What follows belongs to an exercise in optimizing a design on an open flow for small area, a short achievable clock period and few clock cycles; a production flow would make more cautious choices.
The RTL was checked by simulation tests, not by an equivalence proof against the original design.
Power figures rest on the tool's default switching activity, not on a simulated workload.

--- design.v ---
module mscc_debounce #(
    parameter [31:0] T = 32'd0,
    parameter        TICK2 = 1'b0     
) (
    input  wire        clk,
    input  wire        clear,      
    input  wire        update,     
    input  wire        raw,
    input  wire [31:0] now,
    input  wire [31:7] now_hm1,    
    output reg         level,      
    output wire        level_n,    
    output wire        rise        
);
    reg        pend;
    reg [31:0] since;
    wire       el_in;
    wire [6:0] el_lo;
    mscc_elapsed #(.K(7)) el (.now(now), .now_hm1(now_hm1), .t(since),
        .in_range(el_in), .lo(el_lo));
    wire        exp_c = pend && !(el_in && el_lo < T[6:0]);
    reg         exp_r;
    always @(posedge clk)
        exp_r <= exp_c;
    wire        expired   = (T == 32'd0) || (TICK2 ? exp_r : exp_c);
    assign level_n = (raw != level && expired) ? raw : level;
    assign rise    = !level && level_n;
    always @(posedge clk) begin
        if (clear) begin
            level <= 1'b0;
            pend  <= 1'b0;      
        end else if (update) begin
            if (raw == level) begin
                pend <= 1'b0;
            end else if (expired) begin
                level <= raw;
                pend  <= 1'b0;
            end else if (!pend) begin
                pend  <= 1'b1;
            end
        end
    end
    always @(posedge clk)
        if (!pend)
            since <= now;
endmodule
module mscc_elapsed #(
    parameter integer K = 7
) (
    input  wire [31:0]  now,
    input  wire [31:K]  now_hm1,
    input  wire [31:0]  t,
    output wire         in_range,
    output wire [K-1:0] lo
);
    wire [K:0] d_lo = {1'b0, now[K-1:0]} - {1'b0, t[K-1:0]};
    assign lo     = d_lo[K-1:0];
    assign in_range = d_lo[K] ? (now_hm1 == t[31:K]) : (now[31:K] == t[31:K]);
endmodule
module mscc_dec #(
    parameter integer W = 8
) (
    input  wire [W-1:0] a,
    output wire [W-1:0] y
);
    genvar i;
    generate
        for (i = 0; i < W; i = i + 1) begin : b
            if (i == 0) begin : lsb
                assign y[i] = !a[i];
            end else begin : upper
                assign y[i] = a[i] ^ !(|a[i-1:0]);
            end
        end
    endgenerate
endmodule
module mscc_unit #(
    parameter TICK2 = 1'b0          
) (
    input  wire        clk,
    input  wire        rst,            
    input  wire [31:0] now,
    input  wire [31:7] now_hm1,        
    input  wire        do_init,
    input  wire        do_estop,
    input  wire        do_start,       
    input  wire        do_stop,        
    input  wire        do_reset_req,   
    input  wire        do_clear_req,   
    input  wire        do_set_amp,
    input  wire [6:0]  amp_val,
    input  wire        do_set_sim,
    input  wire        sim_val,
    input  wire        do_inject,
    input  wire [4:0]  inj_val,
    input  wire        do_force,
    input  wire [2:0]  force_val,      
    input  wire        do_update,      
    input  wire        comm_lost,      
    input  wire        iso_stop,       
    input  wire        freq_we,        
    input  wire [15:0] freq_pulses,
    input  wire [15:0] freq_window,
    input  wire [3:0]  phys_bits,
    input  wire [15:0] phys_power,
    input  wire [3:0]  sim_bits,
    input  wire [15:0] sim_power,
    output reg  [2:0]  state,
    output reg  [4:0]  faults,
    output reg  [2:0]  pending,
    output reg         pulse,
    output reg         running,
    output reg         locked,
    output reg         comm_ok,
    output reg         sim,
    output reg         start_out,
    output reg         reset_out,
    output reg  [6:0]  amp,
    output reg  [15:0] power,          
    output reg         power_valid,
    output reg  [15:0] fq_pulses,      
    output reg  [15:0] fq_window,      
    output reg         fq_valid,
    output reg  [15:0] start_count,
    output reg  [15:0] fault_count,
    output wire        start_ok,       
    output wire        stop_ok,        
    output wire        reset_ok,       
    output wire        clear_ok,       
    output wire        safe,
    output wire [15:0] status_word,
    output wire [2:0]  upd_state,
    output wire [4:0]  upd_faults,
    output wire        upd_running
);
    localparam [2:0] U_IDLE = 3'd0, U_STARTING = 3'd1, U_RUNNING = 3'd2,
                     U_STOPPING = 3'd3, U_FAULT = 3'd4, U_UNKNOWN = 3'd5;
    localparam [2:0] P_NONE = 3'd0, P_START = 3'd1, P_STOP = 3'd2,
                     P_RESET = 3'd3, P_CLEAR = 3'd4;
    localparam [31:0] T_START_DELAY = 32'd100;
    localparam [31:0] T_STOP_SETTLE = 32'd100;
    localparam [31:0] T_RESET_PULSE = 32'd50;
    localparam [6:0]  AMP_RESET     = 7'd20;
    reg [31:0] t_state;
    reg [4:0]  inj;
    assign start_ok = (state == U_IDLE) && (faults == 5'd0) &&
                      (pending == P_NONE || pending == P_START);
    assign stop_ok  = ((state == U_STARTING || state == U_RUNNING) &&
                       (pending == P_NONE || pending == P_STOP)) ||
                      (state == U_IDLE && pending == P_START);
    wire [4:0] lvl;       
    wire [4:0] lvl_n;     
    wire [4:0] rise;
    assign reset_ok = (state == U_FAULT) && (faults == 5'b00001) && !lvl[0] &&
                      !pulse && (pending == P_NONE || pending == P_RESET);
    assign clear_ok = (state == U_FAULT) && !pulse &&
                      (pending == P_NONE || pending == P_CLEAR) &&
                      (faults == 5'd0 || (faults & 5'b11110) != 5'd0) &&
                      ((faults & lvl) == 5'd0);
    assign safe = (state == U_IDLE || state == U_FAULT) && !start_out && !reset_out;
    assign status_word = {(pending != P_NONE) || pulse, safe, reset_out, start_out,
                          sim, comm_ok, locked, running, faults, state};
    wire [3:0]  s_bits_c = sim ? sim_bits : phys_bits;
    reg  [3:0]  s_bits_r;
    always @(posedge clk)
        s_bits_r <= s_bits_c;
    wire [3:0]  s_bits = TICK2 ? s_bits_r : s_bits_c;
    wire [15:0] s_power = sim ? sim_power : phys_power;
    wire s_ovl  = s_bits[0];
    wire s_lock = s_bits[1];
    wire s_hw   = s_bits[2];
    wire s_wd   = s_bits[3];
    wire [4:0] raw = {s_wd, s_hw, comm_lost, (state == U_RUNNING) && !s_lock, s_ovl};
    wire       deb_clear = rst || do_init;
    mscc_debounce #(.T(32'd50), .TICK2(TICK2)) deb_ovl (.clk(clk), .clear(deb_clear), .update(do_update),
        .raw(raw[0]), .now(now), .now_hm1(now_hm1), .level(lvl[0]), .level_n(lvl_n[0]), .rise(rise[0]));
    mscc_debounce #(.T(32'd50), .TICK2(TICK2)) deb_ful (.clk(clk), .clear(deb_clear), .update(do_update),
        .raw(raw[1]), .now(now), .now_hm1(now_hm1), .level(lvl[1]), .level_n(lvl_n[1]), .rise(rise[1]));
    mscc_debounce #(.T(32'd0), .TICK2(TICK2)) deb_comm (.clk(clk), .clear(deb_clear), .update(do_update),
        .raw(raw[2]), .now(now), .now_hm1(now_hm1), .level(lvl[2]), .level_n(lvl_n[2]), .rise(rise[2]));
    mscc_debounce #(.T(32'd0), .TICK2(TICK2)) deb_hw (.clk(clk), .clear(deb_clear), .update(do_update),
        .raw(raw[3]), .now(now), .now_hm1(now_hm1), .level(lvl[3]), .level_n(lvl_n[3]), .rise(rise[3]));
    mscc_debounce #(.T(32'd0), .TICK2(TICK2)) deb_wd (.clk(clk), .clear(deb_clear), .update(do_update),
        .raw(raw[4]), .now(now), .now_hm1(now_hm1), .level(lvl[4]), .level_n(lvl_n[4]), .rise(rise[4]));
    wire [4:0]  new_f   = (rise | inj) & ~faults;
    wire [4:0]  faults1 = faults | new_f;
    wire [2:0]  new_cnt = {2'b00, new_f[0]} + {2'b00, new_f[1]} + {2'b00, new_f[2]} +
                          {2'b00, new_f[3]} + {2'b00, new_f[4]};
    wire        el_in;
    wire [6:0]  el_lo;
    mscc_elapsed #(.K(7)) el (.now(now), .now_hm1(now_hm1), .t(t_state),
        .in_range(el_in), .lo(el_lo));
    wire        el_ge_pulse_c = !(el_in && el_lo < T_RESET_PULSE[6:0]);
    wire        el_ge_100_c   = !(el_in && el_lo < T_START_DELAY[6:0]);
    reg         el_ge_pulse_r, el_ge_100_r;
    always @(posedge clk) begin
        el_ge_pulse_r <= el_ge_pulse_c;
        el_ge_100_r   <= el_ge_100_c;
    end
    wire        el_ge_pulse = TICK2 ? el_ge_pulse_r : el_ge_pulse_c;
    wire        el_ge_100   = TICK2 ? el_ge_100_r : el_ge_100_c;
    wire        el_ge_start = el_ge_100;
    wire        el_ge_stop  = el_ge_100;
    wire        all_clear = (faults1 & lvl_n) == 5'd0;
    reg [2:0]  n_state;
    reg [4:0]  n_faults;
    reg [2:0]  n_pending;
    reg        n_pulse, n_running, n_start_out, n_reset_out;
    reg [31:0] n_t_state;
    reg [15:0] n_start_count;
    always @* begin
        n_state       = state;
        n_faults      = faults1;
        n_pending     = pending;
        n_pulse       = pulse;
        n_running     = running;
        n_start_out   = start_out;
        n_reset_out   = reset_out;
        n_t_state     = t_state;
        n_start_count = start_count;
        if (state == U_UNKNOWN || (faults1 != 5'd0 && state != U_FAULT)) begin
            n_state     = U_FAULT;
            n_start_out = 1'b0;
            n_reset_out = 1'b0;
            n_pulse     = 1'b0;
            n_running   = 1'b0;
            n_pending   = P_NONE;
            n_t_state   = now;
        end else begin
            case (state)
                U_FAULT: begin
                    if (pulse) begin
                        if (el_ge_pulse) begin
                            n_pulse     = 1'b0;
                            n_reset_out = 1'b0;
                            if (faults1 == 5'b00001 && !lvl_n[0]) begin
                                n_faults  = 5'd0;
                                n_state   = U_IDLE;
                                n_t_state = now;
                            end
                        end
                    end else if (pending == P_RESET) begin
                        n_pending = P_NONE;
                        if (faults1 == 5'b00001 && !lvl_n[0]) begin
                            n_pulse     = 1'b1;
                            n_reset_out = 1'b1;
                            n_t_state   = now;
                        end
                    end else if (pending == P_CLEAR) begin
                        n_pending = P_NONE;
                        if (all_clear) begin
                            n_faults = faults1 & 5'b00001;
                            if ((faults1 & 5'b00001) == 5'd0) begin
                                n_state   = U_IDLE;
                                n_t_state = now;
                            end
                        end
                    end
                end
                U_IDLE: begin
                    if (pending == P_START) begin
                        n_pending     = P_NONE;
                        n_state       = U_STARTING;
                        n_start_out   = 1'b1;
                        n_t_state     = now;
                        n_start_count = start_count + 16'd1;
                    end
                end
                U_STARTING: begin
                    if (pending == P_STOP) begin
                        n_pending   = P_NONE;
                        n_state     = U_STOPPING;
                        n_start_out = 1'b0;
                        n_t_state   = now;
                    end else if (el_ge_start) begin
                        n_state   = U_RUNNING;
                        n_running = 1'b1;
                    end
                end
                U_RUNNING: begin
                    if (pending == P_STOP) begin
                        n_pending   = P_NONE;
                        n_state     = U_STOPPING;
                        n_start_out = 1'b0;
                        n_t_state   = now;
                    end
                end
                U_STOPPING: begin
                    if (el_ge_stop) begin
                        n_state   = U_IDLE;
                        n_running = 1'b0;
                    end
                end
                default: ;
            endcase
        end
    end
    assign upd_state   = n_state;
    assign upd_faults  = n_faults;
    assign upd_running = n_running;
    wire stop_ok_n = ((n_state == U_STARTING || n_state == U_RUNNING) &&
                      (n_pending == P_NONE || n_pending == P_STOP)) ||
                     (n_state == U_IDLE && n_pending == P_START);
    always @(posedge clk) begin
        if (rst || do_init) begin
            state       <= rst ? U_UNKNOWN : U_IDLE;
            faults      <= 5'd0;
            pending     <= P_NONE;
            pulse       <= 1'b0;
            running     <= 1'b0;
            locked      <= 1'b0;
            comm_ok     <= !rst;
            sim         <= 1'b0;
            start_out   <= 1'b0;
            reset_out   <= 1'b0;
            amp         <= AMP_RESET;
            power_valid <= 1'b0;
            fq_valid    <= 1'b0;
            start_count <= 16'd0;
            fault_count <= 16'd0;
            t_state     <= now;    
            inj         <= 5'd0;
        end else begin
            if (do_estop) begin
                start_out <= 1'b0;
                reset_out <= 1'b0;
                pulse     <= 1'b0;
                running   <= 1'b0;
                pending   <= P_NONE;
                state     <= (state == U_FAULT || state == U_UNKNOWN) ? U_FAULT : U_IDLE;
                t_state   <= now;
            end
            if (do_start)
                pending <= P_START;
            if (do_stop && stop_ok)
                pending <= (state == U_IDLE) ? P_NONE : P_STOP;
            if (do_reset_req)
                pending <= P_RESET;
            if (do_clear_req)
                pending <= P_CLEAR;
            if (do_set_amp)
                amp <= amp_val;
            if (do_set_sim)
                sim <= sim_val;
            if (do_inject)
                inj <= inj | inj_val;
            if (do_force) begin
                state     <= force_val;
                pending   <= P_NONE;
                pulse     <= 1'b0;
                reset_out <= 1'b0;
                start_out <= (force_val == U_STARTING || force_val == U_RUNNING);
                running   <= (force_val == U_RUNNING || force_val == U_STOPPING);
                t_state   <= now;
            end
            if (freq_we)
                fq_valid <= 1'b1;
            if (do_update) begin
                power_valid <= 1'b1;
                locked      <= s_lock;
                comm_ok     <= !comm_lost;
                inj         <= 5'd0;
                fault_count <= fault_count + {13'd0, new_cnt};
                state       <= n_state;
                faults      <= n_faults;
                pending     <= (iso_stop && stop_ok_n) ?
                               ((n_state == U_IDLE) ? P_NONE : P_STOP) : n_pending;
                pulse       <= n_pulse;
                running     <= n_running;
                start_out   <= n_start_out;
                reset_out   <= n_reset_out;
                t_state     <= n_t_state;
                start_count <= n_start_count;
            end
        end
    end
    always @(posedge clk) begin
        if (freq_we) begin
            fq_pulses <= freq_pulses;
            fq_window <= freq_window;
        end
        if (do_update)
            power <= s_power;
    end
endmodule
module mscc (
    input  wire        clk,
    input  wire        rst_n,             
    input  wire        cmd_valid,
    input  wire [31:0] cmd_word,
    input  wire [31:0] cmd_now,
    input  wire        comm_seen,
    input  wire [3:0]  phys_overload,
    input  wire [3:0]  phys_lock,
    input  wire [3:0]  phys_hw_fault,
    input  wire [3:0]  phys_wd_fault,
    input  wire [63:0] phys_power_raw,
    input  wire [63:0] phys_pulse_count,
    input  wire [63:0] phys_window_ms,
    input  wire [3:0]  sim_overload,
    input  wire [3:0]  sim_lock,
    input  wire [3:0]  sim_hw_fault,
    input  wire [3:0]  sim_wd_fault,
    input  wire [63:0] sim_power_raw,
    input  wire [63:0] sim_pulse_count,
    input  wire [63:0] sim_window_ms,
    output wire        res_valid,
    output wire [31:0] res_word,
    output wire [3:0]  start_out,
    output wire [3:0]  reset_out,
    output wire [7:0]  duty
);
    localparam [7:0] OP_NOP = 8'h00, OP_INIT = 8'h01, OP_TICK = 8'h02, OP_READ_REG = 8'h03,
                     OP_START = 8'h10, OP_STOP = 8'h11, OP_SET_AMP = 8'h12, OP_RESET_OVL = 8'h13,
                     OP_CLEAR_FAULTS = 8'h14, OP_GET_STATUS = 8'h15, OP_IS_SAFE = 8'h16,
                     OP_AMP_BCAST = 8'h17, OP_COORD_START = 8'h20, OP_CONFIRM = 8'h21,
                     OP_COORD_STOP = 8'h22, OP_UNIT_START = 8'h23, OP_UNIT_STOP = 8'h24,
                     OP_REPORT_FAULT = 8'h25, OP_ESTOP = 8'h26, OP_SET_INHIBIT = 8'h27,
                     OP_REARM = 8'h28, OP_SET_SIM = 8'h30, OP_INJECT_FAULT = 8'h31,
                     OP_FORCE_STATE = 8'h32;
    localparam [3:0] R_OK = 4'd0, R_ILLEGAL_OPCODE = 4'd1, R_RESERVED_FIELD = 4'd2,
                     R_BAD_INDEX = 4'd3, R_BAD_VALUE = 4'd4, R_BAD_STATE = 4'd5,
                     R_INHIBITED = 4'd6, R_NOT_INIT = 4'd7, R_LOCKED_OUT = 4'd8;
    localparam [2:0] M_IDLE = 3'd0, M_COORD_START = 3'd1, M_RUNNING = 3'd2,
                     M_ESTOP = 3'd3, M_FAULT_ISO = 3'd4;
    localparam [2:0] U_IDLE = 3'd0, U_STARTING = 3'd1, U_RUNNING = 3'd2,
                     U_STOPPING = 3'd3, U_FAULT = 3'd4, U_UNKNOWN = 3'd5;
    localparam [2:0] P_NONE = 3'd0, P_START = 3'd1, P_STOP = 3'd2,
                     P_RESET = 3'd3, P_CLEAR = 3'd4;
    localparam [31:0] T_COMM_TIMEOUT = 32'd1000;
    localparam [31:0] T_SEQ_TIMEOUT  = 32'd500;
    localparam [1:0] S_IDLE = 2'd0, S_TICK = 2'd1, S_DIV = 2'd2, S_DRESP = 2'd3;
    localparam integer DK = 2;
    localparam         TICK2 = 1'b1;
    localparam integer DSTEPS = 16 / DK;
    wire rst = !rst_n;
    reg [1:0]  fsm;
    reg        initialized;
    reg [31:0] last_comm;
    reg        comm_lost;
    reg [7:0]  duty_r;
    reg [5:0]  prec;          
    reg [6:0]  bcast;
    reg [2:0]  m_state;
    reg        inhibit;
    reg [3:0]  active, confirmed, faulted, stop_wait;
    reg [31:0] t_start_seq, t_stop_seq;
    reg        lf_valid, lf_timeout;
    reg [1:0]  lf_ch;
    reg [4:0]  lf_mask;
    reg        respond, do_tick;
    reg [3:0]  r_code;
    reg [15:0] r_val_c;     
    wire [15:0] r_val;      
    assign res_valid = cmd_valid && respond;
    assign res_word  = {r_val, 12'd0, r_code};
    assign duty      = duty_r;
    wire [31:7]  now_hm7;
    wire [31:10] now_hm10;
    mscc_dec #(.W(25)) dec7  (.a(cmd_now[31:7]),  .y(now_hm7));
    mscc_dec #(.W(22)) dec10 (.a(cmd_now[31:10]), .y(now_hm10));
    wire       lc_in, ss_in, sp_in;
    wire [9:0] lc_lo, ss_lo, sp_lo;
    mscc_elapsed #(.K(10)) el_lc (.now(cmd_now), .now_hm1(now_hm10), .t(last_comm),
        .in_range(lc_in), .lo(lc_lo));
    mscc_elapsed #(.K(10)) el_ss (.now(cmd_now), .now_hm1(now_hm10), .t(t_start_seq),
        .in_range(ss_in), .lo(ss_lo));
    mscc_elapsed #(.K(10)) el_sp (.now(cmd_now), .now_hm1(now_hm10), .t(t_stop_seq),
        .in_range(sp_in), .lo(sp_lo));
    wire comm_timeout = !(lc_in && lc_lo < T_COMM_TIMEOUT[9:0]);
    wire start_seq_to = !(ss_in && ss_lo < T_SEQ_TIMEOUT[9:0]);
    wire stop_seq_to  = !(sp_in && sp_lo < T_SEQ_TIMEOUT[9:0]);
    reg  comm_lost_r, start_seq_to_r, stop_seq_to_r;
    always @(posedge clk) begin
        comm_lost_r    <= !comm_seen && comm_timeout;
        start_seq_to_r <= start_seq_to;
        stop_seq_to_r  <= stop_seq_to;
    end
    wire comm_lost_t    = TICK2 ? comm_lost_r : (!comm_seen && comm_timeout);
    wire start_seq_to_t = TICK2 ? start_seq_to_r : start_seq_to;
    wire stop_seq_to_t  = TICK2 ? stop_seq_to_r : stop_seq_to;
    wire [11:0]  u_state;
    wire [19:0]  u_faults;
    wire [11:0]  u_pending;
    wire [3:0]   u_pulse, u_running, u_locked, u_comm_ok, u_sim;
    wire [27:0]  u_amp;
    wire [63:0]  u_power;
    wire [63:0]  u_fq_pulses, u_fq_window;
    wire [3:0]   u_power_valid, u_fq_valid;
    wire [11:0]  upd_state;
    wire [19:0]  upd_faults;
    wire [3:0]   upd_running;
    wire [63:0]  u_start_count, u_fault_count;
    wire [3:0]   u_start_ok, u_stop_ok, u_reset_ok, u_clear_ok, u_safe;
    wire [63:0]  u_status;
    reg        c_init, c_estop, c_update;
    reg [3:0]  c_start, c_stop, c_reset_req, c_clear_req, c_set_amp, c_set_sim, c_inject, c_force;
    reg [6:0]  c_amp;
    reg [2:0]  c_force_state;
    reg [3:0]  c_freq_we;
    reg        c_iso_stop;
    reg        comm_lost_n;
    genvar gi;
    generate
        for (gi = 0; gi < 4; gi = gi + 1) begin : unit
            mscc_unit #(.TICK2(TICK2)) u (
                .clk(clk), .rst(rst), .now(cmd_now), .now_hm1(now_hm7),
                .do_init(c_init), .do_estop(c_estop),
                .do_start(c_start[gi]), .do_stop(c_stop[gi]),
                .do_reset_req(c_reset_req[gi]), .do_clear_req(c_clear_req[gi]),
                .do_set_amp(c_set_amp[gi]), .amp_val(c_amp),
                .do_set_sim(c_set_sim[gi]), .sim_val(cmd_word[0]),
                .do_inject(c_inject[gi]), .inj_val(cmd_word[4:0]),
                .do_force(c_force[gi]), .force_val(c_force_state),
                .do_update(c_update), .comm_lost(comm_lost_n),
                .iso_stop(c_iso_stop),
                .freq_we(c_freq_we[gi]),
                .freq_pulses(u_sim[gi] ? sim_pulse_count[16*gi +: 16] : phys_pulse_count[16*gi +: 16]),
                .freq_window(u_sim[gi] ? sim_window_ms[16*gi +: 16] : phys_window_ms[16*gi +: 16]),
                .phys_bits({phys_wd_fault[gi], phys_hw_fault[gi], phys_lock[gi], phys_overload[gi]}),
                .phys_power(phys_power_raw[16*gi +: 16]),
                .sim_bits({sim_wd_fault[gi], sim_hw_fault[gi], sim_lock[gi], sim_overload[gi]}),
                .sim_power(sim_power_raw[16*gi +: 16]),
                .state(u_state[3*gi +: 3]), .faults(u_faults[5*gi +: 5]),
                .pending(u_pending[3*gi +: 3]), .pulse(u_pulse[gi]),
                .running(u_running[gi]), .locked(u_locked[gi]), .comm_ok(u_comm_ok[gi]),
                .sim(u_sim[gi]), .start_out(start_out[gi]), .reset_out(reset_out[gi]),
                .amp(u_amp[7*gi +: 7]), .power(u_power[16*gi +: 16]),
                .power_valid(u_power_valid[gi]),
                .fq_pulses(u_fq_pulses[16*gi +: 16]), .fq_window(u_fq_window[16*gi +: 16]),
                .fq_valid(u_fq_valid[gi]),
                .start_count(u_start_count[16*gi +: 16]),
                .fault_count(u_fault_count[16*gi +: 16]),
                .start_ok(u_start_ok[gi]), .stop_ok(u_stop_ok[gi]),
                .reset_ok(u_reset_ok[gi]), .clear_ok(u_clear_ok[gi]),
                .safe(u_safe[gi]), .status_word(u_status[16*gi +: 16]),
                .upd_state(upd_state[3*gi +: 3]), .upd_faults(upd_faults[5*gi +: 5]),
                .upd_running(upd_running[gi])
            );
        end
    endgenerate
    reg        dv_mul;         
    reg        dv_first;       
    reg [15:0] dv_r;           
    reg [15:0] dv_nq;          
    reg [15:0] dv_w;           
    wire       dv_sat_n = dv_r >= dv_w;    
    reg [2:0]  dv_cnt;
    reg [15:0] dv_r_n, dv_nq_n;
    reg [16:0] dv_shift;
    reg [17:0] dv_diff;
    integer    di;
    always @* begin
        dv_r_n  = dv_r;
        dv_nq_n = dv_nq;
        for (di = 0; di < DK; di = di + 1) begin
            dv_shift = {dv_r_n, dv_nq_n[15]};
            dv_diff  = {1'b0, dv_shift} - {2'b00, dv_w};
            if (!dv_diff[17]) begin
                dv_r_n  = dv_diff[15:0];
                dv_nq_n = {dv_nq_n[14:0], 1'b1};
            end else begin
                dv_r_n  = dv_shift[15:0];
                dv_nq_n = {dv_nq_n[14:0], 1'b0};
            end
        end
    end
    wire [7:0]  op  = cmd_word[31:24];
    wire [3:0]  idx = cmd_word[23:20];
    wire [3:0]  msk = cmd_word[19:16];
    wire [15:0] dat = cmd_word[15:0];
    wire [1:0]  ch  = idx[1:0];
    wire [6:0] amp_clamped = ($signed(dat) < 16'sd20)  ? 7'd20 :
                             ($signed(dat) > 16'sd100) ? 7'd100 : dat[6:0];
    wire fmask_ok = (dat[15:5] == 11'd0) && (dat[4:0] != 5'd0);
    wire [3:0] gate_code = (m_state == M_ESTOP || m_state == M_FAULT_ISO) ? R_LOCKED_OUT :
                           inhibit ? R_INHIBITED : R_OK;
    reg [3:0] is_idle, is_run, is_fault, is_active_state, rearm_ok;
    integer k;
    always @* begin
        for (k = 0; k < 4; k = k + 1) begin
            is_idle[k]         = u_state[3*k +: 3] == U_IDLE;
            is_run[k]          = u_state[3*k +: 3] == U_RUNNING;
            is_fault[k]        = u_state[3*k +: 3] == U_FAULT;
            is_active_state[k] = u_state[3*k +: 3] == U_STARTING ||
                                 u_state[3*k +: 3] == U_RUNNING ||
                                 u_state[3*k +: 3] == U_STOPPING;
            rearm_ok[k]        = is_idle[k] && u_faults[5*k +: 5] == 5'd0 &&
                                 u_pending[3*k +: 3] == P_NONE;
        end
    end
    wire [3:0]  run_mask  = u_running;
    wire [2:0]  run_count = {2'b00, run_mask[0]} + {2'b00, run_mask[1]} +
                            {2'b00, run_mask[2]} + {2'b00, run_mask[3]};
    wire [2:0]  blk_off   = dat[6:4] - 3'd2;
    wire        ch_block  = (dat[15:7] == 9'd0) && (dat[6:4] >= 3'd2) && (dat[6:4] <= 3'd5);
    wire [1:0]  rch       = blk_off[1:0];
    wire [2:0]  rpend     = u_pending[3*rch +: 3];
    wire [15:0] rpulses   = u_fq_valid[rch] ? u_fq_pulses[16*rch +: 16] : 16'd0;
    wire [15:0] rwindow   = u_fq_valid[rch] ? u_fq_window[16*rch +: 16] : 16'd1;
    wire [25:0] rp625     = {dv_nq, 9'd0} + {3'd0, dv_nq, 7'd0} - {6'd0, dv_nq, 4'd0} +
                            {10'd0, dv_nq};
    wire [29:0] rprod     = {rp625, 4'd0};
    wire        ch_blk_lo = (dat[6:4] >= 3'd2) && (dat[6:4] <= 3'd5);
    wire        reg_hit   = (dat[15:7] == 9'd0) &&
                            ((dat[6:4] == 3'd0 && dat[3:0] <= 4'h6) ||
                             (dat[6:1] == 6'b001000) ||
                             (ch_blk_lo && dat[3:0] <= 4'h9));
    reg         reg_hit_c;
    reg  [15:0] reg_val;
    always @* begin
        reg_hit_c = 1'b1;
        reg_val = 16'd0;
        if (dat[6:4] == 3'd0) begin
            case (dat[3:0])
                4'h0: reg_val = {13'd0, run_count};
                4'h1: reg_val = {12'd0, run_mask};
                4'h2: reg_val = {13'd0, m_state};
                4'h3: reg_val = {stop_wait, faulted, confirmed, active};
                4'h4: reg_val = {8'd0, duty_r};
                4'h5: reg_val = {lf_valid, lf_timeout, 5'd0, lf_mask, 2'd0, lf_ch};
                4'h6: reg_val = {12'd0, stop_wait != 4'd0, m_state == M_COORD_START,
                                 comm_lost, initialized};
                default: reg_hit_c = 1'b0;
            endcase
        end else if (dat[6:4] == 3'd1) begin
            reg_val = dat[0] ? {9'd0, bcast} : {15'd0, inhibit};
        end else if (ch_blk_lo) begin
            case (dat[3:0])
                4'h0: reg_val = {12'd0, rpend == P_CLEAR, rpend == P_RESET || u_pulse[rch],
                                 rpend == P_STOP, rpend == P_START};
                4'h1: reg_val = {9'd0, u_amp[7*rch +: 7]};
                4'h2: reg_val = u_power_valid[rch] ? u_power[16*rch +: 16] : 16'd0;
                4'h3: reg_val = 16'd0;      
                4'h4: reg_val = {11'd0, u_faults[5*rch +: 5]};
                4'h5: reg_val = {6'd0, rch, u_pulse[rch], u_safe[rch], reset_out[rch],
                                 start_out[rch], u_sim[rch], u_comm_ok[rch], u_locked[rch],
                                 u_running[rch]};
                4'h6: reg_val = {13'd0, u_state[3*rch +: 3]};
                4'h7: reg_val = u_start_count[16*rch +: 16];
                4'h8: reg_val = u_fault_count[16*rch +: 16];
                4'h9: reg_val = {rpend != P_NONE || u_pulse[rch], u_safe[rch], reset_out[rch],
                                 start_out[rch], u_sim[rch], u_comm_ok[rch], u_locked[rch],
                                 u_running[rch], u_faults[5*rch +: 5], u_state[3*rch +: 3]};
                default: reg_hit_c = 1'b0;
            endcase
        end else begin
            reg_hit_c = 1'b0;
        end
    end
    function more_recent(input [5:0] pr, input integer i, input integer j);
        begin
            if (i < j)
                more_recent = pr[(i == 0) ? (j - 1) : (i == 1) ? (j + 1) : 5];
            else
                more_recent = !pr[(j == 0) ? (i - 1) : (j == 1) ? (i + 1) : 5];
        end
    endfunction
    reg [3:0]  win;           
    reg        any_run;
    reg [6:0]  win_amp;
    integer    j, j2;
    always @* begin
        win     = 4'd0;
        win_amp = 7'd0;
        for (j = 0; j < 4; j = j + 1) begin
            win[j] = upd_running[j];
            for (j2 = 0; j2 < 4; j2 = j2 + 1)
                if (j2 != j)
                    win[j] = win[j] && (!upd_running[j2] || more_recent(prec, j, j2));
            if (win[j]) win_amp = win_amp | u_amp[7*j +: 7];
        end
        any_run = upd_running != 4'd0;
    end
    function [7:0] duty_of(input [6:0] a);
        reg [7:0] ap;
        reg [2:0] t;
        begin
            ap = {1'b0, a} + (a[0] ? 8'd10 : 8'd0);
            t  = {2'b00, ap >= 8'd20} + {2'b00, ap >= 8'd40} + {2'b00, ap >= 8'd60} +
                 {2'b00, ap >= 8'd80} + {2'b00, ap >= 8'd100};
            duty_of = {a, 1'b0} + {2'b00, a[6:1]} + {5'd0, t};
        end
    endfunction
    wire [7:0]  duty_arb  = any_run ? duty_of(win_amp) : 8'd0;
    function [5:0] prec_front(input [5:0] pr, input [1:0] c);
        begin
            prec_front = pr;
            case (c)
                2'd0: prec_front = pr | 6'b000111;                     
                2'd1: prec_front = (pr & 6'b111110) | 6'b011000;       
                2'd2: prec_front = (pr & 6'b110101) | 6'b100000;       
                2'd3: prec_front = pr & 6'b001011;                     
            endcase
        end
    endfunction
    reg [1:0]  n_fsm;
    reg        n_initialized, n_comm_lost;
    reg [31:0] n_last_comm;
    reg [7:0]  n_duty;
    reg [5:0]  n_prec;
    reg [6:0]  n_bcast;
    reg [2:0]  n_m_state;
    reg        n_inhibit;
    reg [3:0]  n_active, n_confirmed, n_faulted, n_stop_wait;
    reg [31:0] n_t_start_seq, n_t_stop_seq;
    reg        n_lf_valid, n_lf_timeout;
    reg [1:0]  n_lf_ch;
    reg [4:0]  n_lf_mask;
    reg        iso, iso_to;
    reg [3:0]  iso_ch_mask;
    reg [1:0]  iso_ch;
    reg [4:0]  iso_mask;
    reg        op_known, use_idx, use_msk, use_dat, pre_init_ok;
    reg [3:0]  added;
    reg [3:0]  poll, conf1, sw1, stop_msk, up_idle, up_run, up_fault;
    reg [2:0]  st1;
    reg [2:0]  fs;
    integer    i;
    always @* begin
        n_fsm         = fsm;
        r_code        = R_OK;
        r_val_c         = 16'd0;
        respond       = 1'b0;
        n_initialized = initialized;
        n_comm_lost   = comm_lost;
        n_last_comm   = last_comm;
        n_duty        = duty_r;
        n_prec        = prec;
        n_bcast       = bcast;
        n_m_state     = m_state;
        n_inhibit     = inhibit;
        n_active      = active;
        n_confirmed   = confirmed;
        n_faulted     = faulted;
        n_stop_wait   = stop_wait;
        n_t_start_seq = t_start_seq;
        n_t_stop_seq  = t_stop_seq;
        n_lf_valid    = lf_valid;
        n_lf_timeout  = lf_timeout;
        n_lf_ch       = lf_ch;
        n_lf_mask     = lf_mask;
        c_init = 1'b0; c_estop = 1'b0; c_update = 1'b0;
        c_start = 4'd0; c_stop = 4'd0; c_reset_req = 4'd0; c_clear_req = 4'd0;
        c_set_amp = 4'd0; c_set_sim = 4'd0; c_inject = 4'd0; c_force = 4'd0;
        c_amp = amp_clamped;
        c_force_state = (dat[2:0] >= 3'd6) ? U_UNKNOWN : dat[2:0];
        c_freq_we = 4'd0;
        c_iso_stop = 1'b0;
        do_tick    = 1'b0;
        comm_lost_n = comm_lost;
        for (i = 0; i < 4; i = i + 1) begin
            up_idle[i]  = upd_state[3*i +: 3] == U_IDLE;
            up_run[i]   = upd_state[3*i +: 3] == U_RUNNING;
            up_fault[i] = upd_state[3*i +: 3] == U_FAULT;
        end
        iso = 1'b0; iso_to = 1'b0; iso_ch_mask = 4'd0; iso_ch = 2'd0; iso_mask = 5'd0;
        added = 4'd0; poll = 4'd0; conf1 = confirmed; sw1 = stop_wait; st1 = m_state;
        stop_msk = 4'd0; fs = 3'd0;
        op_known = 1'b1; use_idx = 1'b0; use_msk = 1'b0; use_dat = 1'b0;
        case (op)
            OP_NOP, OP_INIT, OP_TICK, OP_ESTOP, OP_REARM: ;
            OP_READ_REG, OP_AMP_BCAST, OP_SET_INHIBIT: use_dat = 1'b1;
            OP_START, OP_STOP, OP_RESET_OVL, OP_CLEAR_FAULTS, OP_GET_STATUS, OP_IS_SAFE,
            OP_CONFIRM, OP_UNIT_START, OP_UNIT_STOP: use_idx = 1'b1;
            OP_SET_AMP, OP_REPORT_FAULT, OP_SET_SIM, OP_INJECT_FAULT, OP_FORCE_STATE: begin
                use_idx = 1'b1;
                use_dat = 1'b1;
            end
            OP_COORD_START, OP_COORD_STOP: use_msk = 1'b1;
            default: op_known = 1'b0;
        endcase
        pre_init_ok = (op == OP_NOP || op == OP_INIT || op == OP_READ_REG ||
                       op == OP_GET_STATUS || op == OP_IS_SAFE);
        case (fsm)
            S_IDLE: if (cmd_valid) begin
                respond = 1'b1;
                if (!op_known)
                    r_code = R_ILLEGAL_OPCODE;
                else if ((!use_idx && idx != 4'd0) || (!use_msk && msk != 4'd0) ||
                         (!use_dat && dat != 16'd0))
                    r_code = R_RESERVED_FIELD;
                else if (!initialized && !pre_init_ok)
                    r_code = R_NOT_INIT;
                else if (use_idx && idx > 4'd3)
                    r_code = R_BAD_INDEX;
                else begin
                    case (op)
                        OP_NOP: ;
                        OP_INIT: begin
                            c_init        = 1'b1;
                            n_initialized = 1'b1;
                            n_last_comm   = cmd_now;
                            n_comm_lost   = 1'b0;
                            n_duty        = 8'd0;
                            n_prec        = 6'b111111;    
                            n_bcast       = 7'd0;
                            n_m_state     = M_IDLE;
                            n_inhibit     = 1'b0;
                            n_active      = 4'd0;
                            n_confirmed   = 4'd0;
                            n_faulted     = 4'd0;
                            n_stop_wait   = 4'd0;
                            n_t_start_seq = cmd_now;
                            n_t_stop_seq  = cmd_now;
                            n_lf_valid    = 1'b0;
                            n_lf_timeout  = 1'b0;
                            n_lf_ch       = 2'd0;
                            n_lf_mask     = 5'd0;
                        end
                        OP_TICK: begin
                            if (TICK2) begin
                                respond = 1'b0;
                                n_fsm   = S_TICK;
                            end else
                                do_tick = 1'b1;
                        end
                        OP_READ_REG: begin
                            if (!reg_hit) r_code = R_BAD_VALUE;
                            else if (ch_block && dat[3:0] == 4'h3) begin
                                respond = 1'b0;
                                n_fsm   = S_DIV;
                            end else
                                r_val_c  = reg_val;
                        end
                        OP_START: begin
                            if (gate_code != R_OK)   r_code = gate_code;
                            else if (!u_start_ok[ch]) r_code = R_BAD_STATE;
                            else                     c_start[ch] = 1'b1;
                        end
                        OP_STOP: begin
                            if (!u_stop_ok[ch]) r_code = R_BAD_STATE;
                            else                c_stop[ch] = 1'b1;
                        end
                        OP_SET_AMP: begin
                            c_set_amp[ch] = 1'b1;
                            n_prec        = prec_front(prec, ch);
                        end
                        OP_RESET_OVL: begin
                            if (!u_reset_ok[ch]) r_code = R_BAD_STATE;
                            else                 c_reset_req[ch] = 1'b1;
                        end
                        OP_CLEAR_FAULTS: begin
                            if (!u_clear_ok[ch]) r_code = R_BAD_STATE;
                            else                 c_clear_req[ch] = 1'b1;
                        end
                        OP_GET_STATUS: r_val_c = u_status[16*ch +: 16];
                        OP_IS_SAFE:    r_val_c = {15'd0, u_safe[ch]};
                        OP_AMP_BCAST: begin
                            c_set_amp = 4'b1111;
                            n_prec    = 6'b000000;        
                            n_bcast   = amp_clamped;
                        end
                        OP_COORD_START: begin
                            if (msk == 4'd0)                         r_code = R_BAD_VALUE;
                            else if (gate_code != R_OK)              r_code = gate_code;
                            else if (m_state != M_IDLE)              r_code = R_BAD_STATE;
                            else if ((msk & ~u_start_ok) != 4'd0)    r_code = R_BAD_STATE;
                            else begin
                                c_start       = msk;
                                n_m_state     = M_COORD_START;
                                n_active      = msk;
                                n_confirmed   = 4'd0;
                                n_t_start_seq = cmd_now;
                            end
                        end
                        OP_CONFIRM: begin
                            if (m_state != M_COORD_START || !active[ch] || !is_run[ch])
                                r_code = R_BAD_STATE;
                            else
                                n_confirmed[ch] = 1'b1;
                        end
                        OP_COORD_STOP, OP_UNIT_STOP: begin
                            stop_msk = (op == OP_COORD_STOP) ? msk : (4'b0001 << ch);
                            if (op == OP_COORD_STOP && msk == 4'd0)
                                r_code = R_BAD_VALUE;
                            else if (op == OP_COORD_STOP &&
                                     !(m_state == M_RUNNING || m_state == M_COORD_START))
                                r_code = R_BAD_STATE;
                            else if (op == OP_UNIT_STOP && m_state != M_RUNNING)
                                r_code = R_BAD_STATE;
                            else begin
                                c_stop = stop_msk;
                                added  = stop_msk & is_active_state & ~stop_wait;
                                n_stop_wait = stop_wait | added;
                                n_active    = active & ~stop_msk;
                                n_confirmed = confirmed & ~stop_msk;
                                if (added != 4'd0) n_t_stop_seq = cmd_now;
                            end
                        end
                        OP_UNIT_START: begin
                            if (gate_code != R_OK)          r_code = gate_code;
                            else if (m_state != M_RUNNING)  r_code = R_BAD_STATE;
                            else if (!u_start_ok[ch])       r_code = R_BAD_STATE;
                            else begin
                                c_start[ch]  = 1'b1;
                                n_active[ch] = 1'b1;
                            end
                        end
                        OP_REPORT_FAULT: begin
                            if (!fmask_ok)
                                r_code = R_BAD_VALUE;
                            else if (m_state == M_ESTOP) begin
                                n_faulted[ch] = 1'b1;
                                n_lf_valid    = 1'b1;
                                n_lf_timeout  = 1'b0;
                                n_lf_ch       = ch;
                                n_lf_mask     = dat[4:0];
                            end else begin
                                iso         = 1'b1;
                                iso_ch_mask = 4'b0001 << ch;
                                iso_ch      = ch;
                                iso_mask    = dat[4:0];
                            end
                        end
                        OP_ESTOP: begin
                            c_estop     = 1'b1;
                            n_duty      = 8'd0;
                            n_m_state   = M_ESTOP;
                            n_active    = 4'd0;
                            n_confirmed = 4'd0;
                            n_stop_wait = 4'd0;
                        end
                        OP_SET_INHIBIT: begin
                            if (dat > 16'd1) r_code = R_BAD_VALUE;
                            else             n_inhibit = dat[0];
                        end
                        OP_REARM: begin
                            if (m_state != M_FAULT_ISO || rearm_ok != 4'b1111)
                                r_code = R_BAD_STATE;
                            else begin
                                n_m_state = M_IDLE;
                                n_faulted = 4'd0;
                            end
                        end
                        OP_SET_SIM: begin
                            if (dat > 16'd1) r_code = R_BAD_VALUE;
                            else             c_set_sim[ch] = 1'b1;
                        end
                        OP_INJECT_FAULT: begin
                            if (!fmask_ok) r_code = R_BAD_VALUE;
                            else           c_inject[ch] = 1'b1;
                        end
                        OP_FORCE_STATE: begin
                            fs = c_force_state;
                            if (dat > 16'd7)
                                r_code = R_BAD_VALUE;
                            else if ((fs == U_STARTING || fs == U_RUNNING || fs == U_STOPPING) &&
                                     gate_code != R_OK)
                                r_code = gate_code;
                            else
                                c_force[ch] = 1'b1;
                        end
                        default: ;
                    endcase
                end
            end
            S_TICK: do_tick = 1'b1;
            S_DIV: begin
                if (dv_mul) begin
                end else if (dv_first && dv_sat_n) begin
                    respond = 1'b1;
                    r_val_c   = 16'hFFFF;
                end else if (dv_cnt == 3'd0)
                    n_fsm   = S_DRESP;
            end
            S_DRESP: begin
                respond = 1'b1;
                r_val_c   = dv_nq;
            end
        endcase
        if (do_tick) begin
                respond = 1'b1;
                for (i = 0; i < 4; i = i + 1)
                    c_freq_we[i] = (u_sim[i] ? sim_window_ms[16*i +: 16]
                                             : phys_window_ms[16*i +: 16]) != 16'd0;
                if (comm_seen) n_last_comm = cmd_now;
                comm_lost_n = comm_lost_t;
                n_comm_lost = comm_lost_n;
                c_update    = 1'b1;
                n_duty  = duty_arb;
                if (m_state != M_ESTOP) begin
                    poll = up_fault & ~faulted;
                    if (poll != 4'd0) begin
                        iso         = 1'b1;
                        iso_ch_mask = poll;
                        for (i = 0; i < 4; i = i + 1)
                            if (poll[i]) iso_ch = i[1:0];
                        iso_mask = upd_faults[5*iso_ch +: 5];
                    end else if (m_state != M_FAULT_ISO) begin
                        conf1 = confirmed | (active & up_run);
                        sw1   = stop_wait & ~up_idle;
                        n_confirmed = conf1;
                        n_stop_wait = sw1;
                        if ((m_state == M_COORD_START || m_state == M_RUNNING) &&
                            active == 4'd0 && sw1 == 4'd0) begin
                            n_m_state = M_IDLE;
                        end else begin
                            st1 = (m_state == M_COORD_START && conf1 == active) ? M_RUNNING : m_state;
                            n_m_state = st1;
                            if (st1 == M_COORD_START && start_seq_to_t) begin
                                iso    = 1'b1;
                                iso_to = 1'b1;
                            end else if (sw1 != 4'd0 && stop_seq_to_t) begin
                                iso    = 1'b1;
                                iso_to = 1'b1;
                            end
                        end
                    end
                end
            end
        if (iso) begin
            c_iso_stop   = c_update;
            n_m_state    = M_FAULT_ISO;
            n_faulted    = faulted | iso_ch_mask;
            n_lf_valid   = 1'b1;
            n_lf_timeout = iso_to;
            n_lf_ch      = iso_ch;
            n_lf_mask    = iso_mask;
            c_stop       = c_update ? 4'b0000 : 4'b1111;    
            n_active     = 4'd0;
            n_confirmed  = 4'd0;
            n_stop_wait  = 4'd0;
        end
        if (respond) begin
            n_fsm = S_IDLE;
            if (c_update)
                r_val_c = {1'b0, n_m_state, upd_state};
            if (r_code != R_OK) begin
                r_val_c = 16'd0;
            end
        end
    end
    wire rv_read = (op == OP_READ_REG) && (idx == 4'd0) && (msk == 4'd0) && reg_hit;
    wire rv_unit = (idx[3:2] == 2'b00) && (msk == 4'd0) && (dat == 16'd0);
    wire rv_stat = (op == OP_GET_STATUS) && rv_unit;
    wire rv_safe = (op == OP_IS_SAFE) && rv_unit;
    wire [15:0] r_val_idle = rv_read ? reg_val :
                             rv_stat ? u_status[16*ch +: 16] :
                             rv_safe ? {15'd0, u_safe[ch]} : 16'd0;
    assign r_val = (fsm == S_IDLE)  ? r_val_idle :
                   (fsm == S_TICK)  ? {1'b0, n_m_state, upd_state} :
                   (fsm == S_DRESP) ? dv_nq : 16'hFFFF;
    always @(posedge clk) begin
        last_comm   <= n_last_comm;
        t_start_seq <= n_t_start_seq;
        t_stop_seq  <= n_t_stop_seq;
    end
    always @(posedge clk) begin
        if (rst) begin
            fsm         <= S_IDLE;
            initialized <= 1'b0;
            comm_lost   <= 1'b0;
            duty_r      <= 8'd0;
            prec        <= 6'b111111;
            bcast       <= 7'd0;
            m_state     <= M_IDLE;
            inhibit     <= 1'b0;
            active      <= 4'd0;
            confirmed   <= 4'd0;
            faulted     <= 4'd0;
            stop_wait   <= 4'd0;
            lf_valid    <= 1'b0;
            lf_timeout  <= 1'b0;
            lf_ch       <= 2'd0;
            lf_mask     <= 5'd0;
        end else begin
            fsm         <= n_fsm;
            initialized <= n_initialized;
            comm_lost   <= n_comm_lost;
            duty_r      <= n_duty;
            prec        <= n_prec;
            bcast       <= n_bcast;
            m_state     <= n_m_state;
            inhibit     <= n_inhibit;
            active      <= n_active;
            confirmed   <= n_confirmed;
            faulted     <= n_faulted;
            stop_wait   <= n_stop_wait;
            lf_valid    <= n_lf_valid;
            lf_timeout  <= n_lf_timeout;
            lf_ch       <= n_lf_ch;
            lf_mask     <= n_lf_mask;
            if (fsm == S_IDLE) begin
                dv_mul   <= 1'b1;
                dv_nq    <= rpulses;
                dv_w     <= rwindow;
            end else if (fsm == S_DIV && dv_mul) begin
                dv_mul   <= 1'b0;
                dv_first <= 1'b1;
                dv_r     <= {2'b00, rprod[29:16]};
                dv_nq    <= rprod[15:0];
                dv_cnt   <= DSTEPS - 1;
            end else if (fsm == S_DIV) begin
                dv_first <= 1'b0;
                dv_r     <= dv_r_n;
                dv_nq    <= dv_nq_n;
                dv_cnt   <= dv_cnt - 3'd1;
            end
        end
    end
endmodule
--- flow/run.sh ---
#!/bin/bash
set -uo pipefail
export BUFFER_PORTS_ARGS="-buffer_cell sky130_fd_sc_hd__buf_1"
export CTS_ARGS="-sink_clustering_enable -repair_clock_nets -dont_use_dummy_load"
bash standard.sh > standard_make.log 2>&1
status=$?
tail -n 40 standard_make.log
exit $status
--- config.mk ---
export PLATFORM = sky130hd
export DESIGN_NAME = mscc
export DESIGN_NICKNAME = mscc
export VERILOG_FILES = /design/flow/design.v
export SDC_FILE = /design/flow/constraint.sdc
export NUM_CORES = 4
export LEC_CHECK = 0
export ABC_AREA = 1
export CAP_MARGIN = 20
export CORE_MARGIN = 2
export CORE_UTILIZATION = 55
export PLACE_DENSITY = 0.7
export SETUP_SLACK_MARGIN = 5
export SLEW_MARGIN = 20
--- standard.sh ---
#!/bin/bash
# synth_recipe.tcl (not shown) runs the flow's synth.tcl, then flattens the netlist and writes it again
# the make line also repeats each setting of config.mk as NAME=value (left out here)
make -C /OpenROAD-flow-scripts/flow DESIGN_CONFIG=/design/flow/config.mk WORK_HOME=/design/flow/orfs CLKGATE_MAP_FILE= SYNTH_SCRIPT=/design/flow/synth_recipe.tcl "${@:-finish}"
--- constraint.sdc ---
create_clock -name core_clock -period 12.0 [get_ports {clk}]
set_input_delay 2.4000 -clock core_clock [delete_from_list [all_inputs] [get_ports {clk}]]
set_output_delay 2.4000 -clock core_clock [all_outputs]
set_load 0.01 [all_outputs]
==> impl_metrics.csv, run 1 <==
group,metric,value,unit
clock_tree,cts-root-buf,"clkbuf_16",
die,die_w,362.9,um
clock_tree,cts_inserted_buffers,115,
placement,dp.cells,11060,
pwr,power_frac_seq,46.5,%
synthesis,syn_area,70830,sq um
flow_run,drv_cap,0,
die,core,127700,sq um
synthesis,async_reset_ff_share,0,%
worst_setup_path,start_kind,"input port",
die,die_h,362.9,um
grt,grt_max_degree,103,
grt,grt-ovfl-total,0,
timing,max_slew_margin,15.82,%
final_layout,nets,10530,
timing,fin_setup_tns,0,ns
timing,clock.fmax,134.7,MHz
pwr,p_sw_share,29.32,%
worst_setup_path,crit_path_max_fanout,4,
synthesis,post_synth.cell_area_avg,7.778,sq um
grt,grt_pass1_wl,441.5,mm
final_layout,instances_no_fill,11380,
drt,vias,72330,
clock_tree,htree_levels,3,
worst_setup_path,end_kind,"primary output",
timing,final_max_slew_viol_count,0,
drt,drc,0,
worst_setup_path,rr_worst_depth,38,
pwr,intPower,0.006303,W
pwr,power_switching,0.002615,W
pwr,power_density,109.4,nW/um^2
pwr,vdd_drop_max,146.8,uV
final_layout,drive_gt1_share,11.04,%
drt,postRouteAntennaNets,0,
final_layout,final_util,63.82,%
drt,drt_iter0_drc,11720,
synthesis,ys_seq_elements,1092,
die,num_rows,131,
drt,viasPerCell,6.358,
drt,wire_per_inst,27.64,um
final_layout,fillers,10900,
clock_tree,clk_latency,0.81,ns
pwr,combPwrFrac,18.6,%
worst_setup_path,worstSetupPathType,"input port to primary output",
hold_path,hold-path-cell-count,2,
placement,gp_congestion,1.083,
timing,setup_viol,0,
clock_tree,clock_sinks,1092,
clock_tree,cts.path.max_buffers,3,
timing,hold_viol,0,
worst_setup_path,crit_arrival,5.03,ns
die,start_util,55.47,%
synthesis,synth_flop_cell,"edfxtp_1",
grt,grt_pass1_vias,65480,
timing,grt_setup_unrepaired,"true",
hold_path,hold_class,"register to register",
drt,firstDrtPassIters,9,
synthesis,netlist_instances,9106,
drt,finalWirelength,314.4,mm
pwr,p_clk_share,35.0,%
grt,track_usage,45.91,%
worst_setup_path,cp.required,9.60,ns
final_layout,synthToLayoutAreaGrowth,15.05,%
clock_tree,clk_pin_slew,0.06,ns
timing,skew,0.1394,ns
synthesis,ys_warn_count,4,
die,die-area,131700,sq um
timing,finalCriticalPeriod,7.425,ns
timing,tightest_slew,1.251,ns
placement,port-buffer-count,520,
synthesis,synth.distinct_cells,92,
pwr,p_leak,33.49,nW
run_status,outcome,"timing/DRC/antenna clean",
grt,antenna_found_initial,25,
clock_tree,cts_tree,"done",
timing,fin_crit_sh,61.88,%
placement,hpwlAfterDp,233.8,mm
die,pin_count,533,
synthesis,synth-edff-count,706,
synthesis,seq_area_frac_synth,40.84,%
## repair_timing
action	4_1_cts	5_1_grt
gates resized for setup	363	206
buffers inserted	123	57
cloned	12	3
pin swaps	80	112
endpoints found under the setup margin	42	42
hold buffers	0	0
## cell usage in the layout, fill, tap and decap left out, drive strengths merged, types with 12 or more instances in the layout
| master | n |
|---|---|
| nor2 | 723 |
| a221oi | 37 |
| clkinv | 15 |
| nor3b | 16 |
| xnor2 | 108 |
| o221ai | 28 |
| o21ai | 914 |
| buf | 825 |
| nand3b | 17 |
| a31oi | 50 |
| o21bai | 19 |
| or2 | 67 |
| a22oi | 68 |
| a211oi | 34 |
| nor3 | 182 |
| o31ai | 20 |
| nor4 | 73 |
| o21a | 17 |
| mux2i | 13 |
| dfxtp | 386 |
| clkbuf | 137 |
| xor2 | 266 |
| o211ai | 44 |
| o22ai | 156 |
| nand4 | 109 |
| inv | 1087 |
| nand2 | 2161 |
| a21oi | 575 |
| edfxtp | 706 |
| o2111ai | 35 |
| conb | 12 |
| nand3 | 338 |
| a22o | 24 |
| ha | 284 |
| fa | 51 |
## metal layers
layer	share of wire, %	up-vias	track usage (%)
li1	-	31970	-
met1	36	33870	59.44
met2	42	5338	67.49
met3	14	1130	13.47
met4	7.9	18	28.24
met5	0.044	-	0
## area by class of cell
class | count | area, sq um | share of cell area, %
Timing Repair inverter | 1 | 8.758 | 0.01075
Sequential cell | 1092 | 28940 | 35.52
Multi-Input combinational cell | 6532 | 37950 | 46.57
Antenna cell | 11 | 27.53 | 0.03378
Clock buffer | 115 | 2878 | 3.532
Inverter | 1109 | 4329 | 5.313
Tap cell | 1662 | 2079 | 2.552
Timing Repair Buffer | 855 | 5269 | 6.466
## worst max-delay path, cell delays in order
cell        delay (ns)
buf_6             0.09
buf_8             0.13
clkinvlp_4        0.10
nand2_4           0.07
nor2_4            0.20
nand4_1           0.25
a21oi_4           0.32
nand2_4           0.10
nor2_8            0.24
nand2_8           0.09
nand2_8           0.10
a21oi_4           0.04
mux2i_1           0.12
o22a_1            0.27
nor2_4            0.16
nand2_2           0.07
nand2_2           0.14
buf_6             0.12
## per-stage QoR
step	hold WS [ns]	area, sq um	power, W	setup WS (ns)
after floorplan	0.4133	70910	0.005195	5.009
after global placement	0.4226	74660	0.005645	3.045
after detailed placement	0.4263	74700	0.005708	2.974
after CTS	0.4167	80250	0.008814	4.731
after global routing	0.4511	81480	0.009161	4.583
final	0.4235	81490	0.008918	4.575
## registers in the layout, summed over array words and instances (netlist names), 32 cells and up
signal and cells:
t_stop_seq 32, unit.u.start_count 64, last_comm 32, unit.u.fq_pulses 64, t_start_seq 32, unit.u.t_state 128
unit.u.deb_ful.since 128, unit.u.deb_ovl.since 128, unit.u.power 64, unit.u.fq_window 64, unit.u.fault_count 64
## power by group through the flow
stage	clock network [W]	registers, W	logic, W
after floorplan	0	0.00421	0.000989
after global placement	0	0.00422	0.00143
after detailed placement	0	0.00422	0.00149
after CTS	0.00310	0.00414	0.00157
after global routing	0.00323	0.00415	0.00178
final	0.00312	0.00415	0.00165
## cell usage after synthesis, types with 33 or more instances
cell type | n | share of area [%]
xnor2_1 | 108 | 1.3
dfxtp_1 | 386 | 11
o211ai_1 | 43 | 0.46
inv_1 | 1042 | 5.5
buf_1 | 43 | 0.23
clkbuf_1 | 248 | 1.3
or2_2 | 65 | 0.57
nor3_1 | 171 | 1.2
a21oi_1 | 558 | 3.9
a31oi_1 | 50 | 0.44
o21ai_1 | 46 | 0.33
a22oi_1 | 68 | 0.72
buf_2 | 62 | 0.44
o21ai_0 | 865 | 6.1
a221oi_1 | 37 | 0.46
ha_1 | 284 | 5.0
nand2_1 | 2133 | 11
fa_1 | 51 | 1.4
nand4_1 | 104 | 0.92
a211oi_1 | 33 | 0.35
o2111ai_1 | 35 | 0.43
nor2_1 | 669 | 3.5
nor2_2 | 36 | 0.32
nor4_1 | 69 | 0.61
nand3_1 | 318 | 2.2
inv_2 | 50 | 0.26
o22ai_1 | 156 | 1.4
xor2_1 | 266 | 3.3
edfxtp_1 | 706 | 30
## path summary, 6_finish.rpt
| check | end | start | slack (ns) |
|---|---|---|---|
| worst max register to register | duty_r[6] | fsm[1] | 5.13 |
| worst max-delay path | res_word[28] | cmd_word[0] | 4.57 |
| worst min-delay path | unit[2].u.deb_wd.level | unit[2].u.s_bits_r[3] | 0.42 |
| worst min register to register | unit[2].u.deb_wd.level | unit[2].u.s_bits_r[3] | 0.42 |
## cell families (layout without fill, tap and decap cells)
group	Yosys count	count (layout)	share of synthesized area [%]
AO/OA/AOI/OAI	2087	2087	16.98
adder cells (fa/ha/maj)	335	335	6.458
flip-flops	1092	1092	40.84
buffers and inverters	1495	2080	8.248
other	1	23	0.005295
XOR/XNOR	374	374	4.625
AND/OR/NAND/NOR	3707	3709	22.62
multiplexers	15	15	0.2155
Testbench counts, summed over its fixed seeds: cycles 33,098.
==> run 2, diff against run 1 <==
--- a/design.v
+++ b/design.v
@@ -607,46 +607,44 @@
                              (dat[6:1] == 6'b001000) ||
                              (ch_blk_lo && dat[3:0] <= 4'h9));
-    reg         reg_hit_c;
-    reg  [15:0] reg_val;
-    always @* begin
-        reg_hit_c = 1'b1;
-        reg_val = 16'd0;
-        if (dat[6:4] == 3'd0) begin
-            case (dat[3:0])
-                4'h0: reg_val = {13'd0, run_count};
-                4'h1: reg_val = {12'd0, run_mask};
-                4'h2: reg_val = {13'd0, m_state};
-                4'h3: reg_val = {stop_wait, faulted, confirmed, active};
-                4'h4: reg_val = {8'd0, duty_r};
-                4'h5: reg_val = {lf_valid, lf_timeout, 5'd0, lf_mask, 2'd0, lf_ch};
-                4'h6: reg_val = {12'd0, stop_wait != 4'd0, m_state == M_COORD_START,
-                                 comm_lost, initialized};
-                default: reg_hit_c = 1'b0;
-            endcase
-        end else if (dat[6:4] == 3'd1) begin
-            reg_val = dat[0] ? {9'd0, bcast} : {15'd0, inhibit};
-        end else if (ch_blk_lo) begin
-            case (dat[3:0])
-                4'h0: reg_val = {12'd0, rpend == P_CLEAR, rpend == P_RESET || u_pulse[rch],
-                                 rpend == P_STOP, rpend == P_START};
-                4'h1: reg_val = {9'd0, u_amp[7*rch +: 7]};
-                4'h2: reg_val = u_power_valid[rch] ? u_power[16*rch +: 16] : 16'd0;
-                4'h3: reg_val = 16'd0;      
-                4'h4: reg_val = {11'd0, u_faults[5*rch +: 5]};
-                4'h5: reg_val = {6'd0, rch, u_pulse[rch], u_safe[rch], reset_out[rch],
-                                 start_out[rch], u_sim[rch], u_comm_ok[rch], u_locked[rch],
-                                 u_running[rch]};
-                4'h6: reg_val = {13'd0, u_state[3*rch +: 3]};
-                4'h7: reg_val = u_start_count[16*rch +: 16];
-                4'h8: reg_val = u_fault_count[16*rch +: 16];
-                4'h9: reg_val = {rpend != P_NONE || u_pulse[rch], u_safe[rch], reset_out[rch],
-                                 start_out[rch], u_sim[rch], u_comm_ok[rch], u_locked[rch],
-                                 u_running[rch], u_faults[5*rch +: 5], u_state[3*rch +: 3]};
-                default: reg_hit_c = 1'b0;
-            endcase
-        end else begin
-            reg_hit_c = 1'b0;
-        end
-    end
+    wire        sys_blk = (dat[6:4] == 3'd0);
+    wire [15:0] rs_0 = {13'd0, run_count};
+    wire [15:0] rs_1 = {12'd0, run_mask};
+    wire [15:0] rs_2 = {13'd0, m_state};
+    wire [15:0] rs_3 = {stop_wait, faulted, confirmed, active};
+    wire [15:0] rs_4 = {8'd0, duty_r};
+    wire [15:0] rs_5 = {lf_valid, lf_timeout, 5'd0, lf_mask, 2'd0, lf_ch};
+    wire [15:0] rs_6 = {12'd0, stop_wait != 4'd0, m_state == M_COORD_START, comm_lost, initialized};
+    wire [15:0] rs_10 = {15'd0, inhibit};
+    wire [15:0] rs_11 = {9'd0, bcast};
+    wire        c_pulse = u_pulse[rch];
+    wire        c_safe  = u_safe[rch];
+    wire [7:0]  c_flags = {c_pulse, c_safe, reset_out[rch], start_out[rch], u_sim[rch],
+                           u_comm_ok[rch], u_locked[rch], u_running[rch]};
+    wire [4:0]  c_faults = u_faults[5*rch +: 5];
+    wire [2:0]  c_state  = u_state[3*rch +: 3];
+    wire [15:0] rc_0 = {12'd0, rpend == P_CLEAR, rpend == P_RESET || c_pulse,
+                        rpend == P_STOP, rpend == P_START};
+    wire [15:0] rc_1 = {9'd0, u_amp[7*rch +: 7]};
+    wire [15:0] rc_2 = u_power_valid[rch] ? u_power[16*rch +: 16] : 16'd0;
+    wire [15:0] rc_4 = {11'd0, c_faults};
+    wire [15:0] rc_5 = {6'd0, rch, c_flags};
+    wire [15:0] rc_6 = {13'd0, c_state};
+    wire [15:0] rc_7 = u_start_count[16*rch +: 16];
+    wire [15:0] rc_8 = u_fault_count[16*rch +: 16];
+    wire [15:0] rc_9 = {rpend != P_NONE || c_pulse, c_flags[6:0], c_faults, c_state};
+    function [15:0] sel16(input s, input [15:0] v);
+        sel16 = {16{s}} & v;
+    endfunction
+    wire [15:0] reg_val =
+        sel16(sys_blk && dat[3:0] == 4'h0, rs_0) | sel16(sys_blk && dat[3:0] == 4'h1, rs_1) |
+        sel16(sys_blk && dat[3:0] == 4'h2, rs_2) | sel16(sys_blk && dat[3:0] == 4'h3, rs_3) |
+        sel16(sys_blk && dat[3:0] == 4'h4, rs_4) | sel16(sys_blk && dat[3:0] == 4'h5, rs_5) |
+        sel16(sys_blk && dat[3:0] == 4'h6, rs_6) |
+        sel16(dat[6:4] == 3'd1 && !dat[0], rs_10) | sel16(dat[6:4] == 3'd1 && dat[0], rs_11) |
+        sel16(ch_blk_lo && dat[3:0] == 4'h0, rc_0) | sel16(ch_blk_lo && dat[3:0] == 4'h1, rc_1) |
+        sel16(ch_blk_lo && dat[3:0] == 4'h2, rc_2) | sel16(ch_blk_lo && dat[3:0] == 4'h4, rc_4) |
+        sel16(ch_blk_lo && dat[3:0] == 4'h5, rc_5) | sel16(ch_blk_lo && dat[3:0] == 4'h6, rc_6) |
+        sel16(ch_blk_lo && dat[3:0] == 4'h7, rc_7) | sel16(ch_blk_lo && dat[3:0] == 4'h8, rc_8) |
+        sel16(ch_blk_lo && dat[3:0] == 4'h9, rc_9);
     function more_recent(input [5:0] pr, input integer i, input integer j);
         begin
@@ -1036,10 +1034,9 @@
     wire rv_stat = (op == OP_GET_STATUS) && rv_unit;
     wire rv_safe = (op == OP_IS_SAFE) && rv_unit;
-    wire [15:0] r_val_idle = rv_read ? reg_val :
-                             rv_stat ? u_status[16*ch +: 16] :
-                             rv_safe ? {15'd0, u_safe[ch]} : 16'd0;
-    assign r_val = (fsm == S_IDLE)  ? r_val_idle :
-                   (fsm == S_TICK)  ? {1'b0, n_m_state, upd_state} :
-                   (fsm == S_DRESP) ? dv_nq : 16'hFFFF;
+    wire [15:0] r_val_idle = sel16(rv_read, reg_val) | sel16(rv_stat, u_status[16*ch +: 16]) |
+                             sel16(rv_safe, {15'd0, u_safe[ch]});
+    assign r_val = sel16(fsm == S_IDLE, r_val_idle) |
+                   sel16(fsm == S_TICK, {1'b0, n_m_state, upd_state}) |
+                   sel16(fsm == S_DRESP, dv_nq) | sel16(fsm == S_DIV, 16'hFFFF);
     always @(posedge clk) begin
         last_comm   <= n_last_comm;
==> run 2 against run 1 <==
  * Worst hold slack gained 0.016 ns
  * Highest routed layer unchanged
  * Core utilization decreased by 0.18 points
  * Still clean on timing, DRC and antenna
  * Die area down 0.86%
  * Count of clock-buffer cells in the layout rose by 3
==> impl_metrics.csv, run 2 <==
group,metric,value,unit
worst_setup_path,critPathSlowestCell,"a221oi_2",
synthesis,netlist_instances,9029,
worst_setup_path,r2r-start,"unit[0].u.state[1]",
pwr,power_switching,0.002608,W
worst_setup_path,worstSetupPathType,"input port to primary output",
timing,hold_viol,0,
synthesis,synth.most_common_cell,"nand2_1",
synthesis,async_reset_ff_share,0,%
final_layout,nets,10410,
worst_setup_path,critical_path.cell_chain,"buf_8, buf_12, nand2_4, buf_6, o22ai_1, a221oi_2, a2111oi_4, o21ai_1, a21oi_1, o211ai_1, buf_2",
timing,clock.fmax,135.9,MHz
clock_tree,ctsHoldBuffers,0,
drt,drt_iter0_drc,10690,
grt,grt_pass1_wl,429.1,mm
worst_setup_path,end_kind,"primary output",
worst_setup_path,path_buf_inv,4,
timing,grt_setup_unrepaired,"true",
die,die-area,130500,sq um
worst_setup_path,r2r_setup_slack,5.16,ns
clock_tree,clock_sinks,1092,
pwr,power_density,110.6,nW/um^2
worst_setup_path,start_kind,"input port",
clock_tree,cts.path.max_buffers,3,
synthesis,synth-edff-count,706,
timing,tightest_slew,1.257,ns
worst_setup_path,cp.required,9.60,ns
die,die_h,361.3,um
drt,wire_per_inst,26.89,um
die,num_rows,131,
final_layout,layout_commonest_cell,"nand2_1",
placement,preCtsSetupSlack,3.346,ns
timing,finalCriticalPeriod,7.358,ns
drt,met2_length,127.1,mm
clock_tree,cts-root-buf,"clkbuf_16",
timing,fin_ws,4.642,ns
synthesis,ys_warn_count,4,
pwr,intPower,0.006344,W
synthesis,ys_top_cells_by_count,"2148 x nand2_1, 1064 x inv_1, 791 x o21ai_0",
grt,grt-ovfl-total,0,
worst_setup_path,crit_arrival,4.96,ns
flow_run,drv_cap,0,
synthesis,synth_area_leaders,"edfxtp_1 30%, nand2_1 11%, dfxtp_1 11%",
worst_setup_path,rr_worst_depth,39,
drt,wl_met1,111.7,mm
drt,postRouteAntennaNets,0,
drt,vias,71040,
placement,hpwlAfterDp,221.0,mm
pwr,p_leak,33.14,nW
timing,setup_viol,0,
worst_setup_path,cp_top_family,"compound AO/OA/AOI/OAI gates",
die,core,127200,sq um
placement,port-buffer-count,520,
timing,fin_crit_sh,61.32,%
timing,hold_ws,0.4399,ns
hold_path,hold-path-cell-count,2,
clock_tree,clk_pin_slew,0.05,ns
timing,final_max_slew_viol_count,0,
die,pin_count,533,
synthesis,seq_area_frac_synth,41.20,%
clock_tree,clk_latency,0.83,ns
grt,grt_pass1_vias,64680,
drt,finalWirelength,303.1,mm
grt,antenna_found_initial,23,
run_status,outcome,"timing/DRC/antenna clean",
drt,viasPerCell,6.303,
synthesis,post_synth.cell_area_avg,7.776,sq um
final_layout,final_util,63.64,%
synthesis,synth.distinct_cells,78,
clock_tree,cts_tree,"done",
drt,top_layer,"met5",
synthesis,ys_seq_elements,1092,
[run 2: cell types whose count changed after synthesis, sizes merged, moves of 9 or more]
cell	before	now
a21oi	575	544
a31oi	50	65
buf	138	100
clkbuf	248	294
nand3	338	317
nand4	109	121
nor2	723	700
nor4	73	82
o21ai	914	812
o221ai	28	39
o22ai	156	139
or2	67	83
xor2	266	279
[run 2: layout make-up]
cell class                 count  area, sq um
clock buffer                 118         2953
timing repair buffer         829         5225
timing repair inverter         1        5.005
fill                       11010        46240
antenna                       15        37.54
inverter                    1106         4285
sequential                  1092        28950
tap                         1662         2079
multi-input combinational   6448        37410
[run 2: power groups by stage]
stage,Sequential (W),Clock [W],Combinational (W)
4_1_cts,0.00415,0.00317,0.00154
3_5_place_dp,0.00423,0,0.00146
3_3_place_gp,0.00422,0,0.00141
6_report,0.00415,0.00318,0.00162
5_1_grt,0.00416,0.00329,0.00175
2_1_floorplan,0.00421,0,0.000968
[run 2: per-stage QoR]
step	cell area (sq um)	power (W)	instances
final	80950	0.008952	11270
after global routing	80920	0.009202	11260
after CTS	79620	0.008858	11200
after detailed placement	73990	0.005685	10970
after global placement	73990	0.005630	10970
after floorplan	70260	0.005175	9040
[run 2: per-layer routing]
layer,GRT usage (%),vias up
met3,12.86,1050
met4,27.61,20
met2,65.97,5006
met1,58.00,33290
met5,0,-
li1,-,31670
[run 2: how the worst max path moves through the flow]
stage                     slack (ns)    startpoint  depth (start not counted)           end
after floorplan                 5.01  cmd_word[24]                         18  res_word[29]
after global placement          3.44   cmd_word[5]                         16  res_word[16]
after detailed placement        3.35   cmd_word[5]                         16  res_word[16]
after CTS                       4.73   cmd_word[4]                         20  res_word[29]
after global routing            4.64  cmd_word[28]                         18  res_word[30]
final                           4.64   cmd_word[4]                         11  res_word[21]
[run 2: logic make-up after synthesis]
kind of cell | after synthesis | synth area share, %
other | 1 | 0.005341
AO/OA/AOI/OAI | 1978 | 16.40
multiplexers | 16 | 0.2281
buffers and inverters | 1500 | 8.272
XOR/XNOR | 381 | 4.753
flip-flops | 1092 | 41.20
adder cells (fa/ha/maj) | 334 | 6.487
AND/OR/NAND/NOR | 3727 | 22.66
[run 2: what timing repair did]
item / 4_1_cts / 5_1_grt
pin swaps: 71 / 98
resized for setup: 367 / 202
gates cloned: 13 / 2
hold endpoints to repair: 0 / 0
setup buffers: 101 / 53
endpoints found under the setup margin: 61 / 45
[run 2: worst register-to-register path: cells and delay by family, from the launching register on]
family | cells | cell delay, ns
adder cells (fa/ha/maj) | 4 | 1.61
buffers and inverters | 4 | 0.33
flip-flops | 1 | 0.95
AO/OA/AOI/OAI | 9 | 1.05
XOR/XNOR | 2 | 0.31
AND/OR/NAND/NOR | 20 | 2.49
Testbench counts of run 2, summed over its fixed seeds: cycles 33,098.

Re-timed with assumed drivers on the ports (clkbuf_16 on the clock, buf_2 on other inputs), run 2 has 4.597 ns of setup slack against 4.642 ns with ideal ports, and 4.597 ns once port delays also move by the mid clock arrival of 0.845 ns.
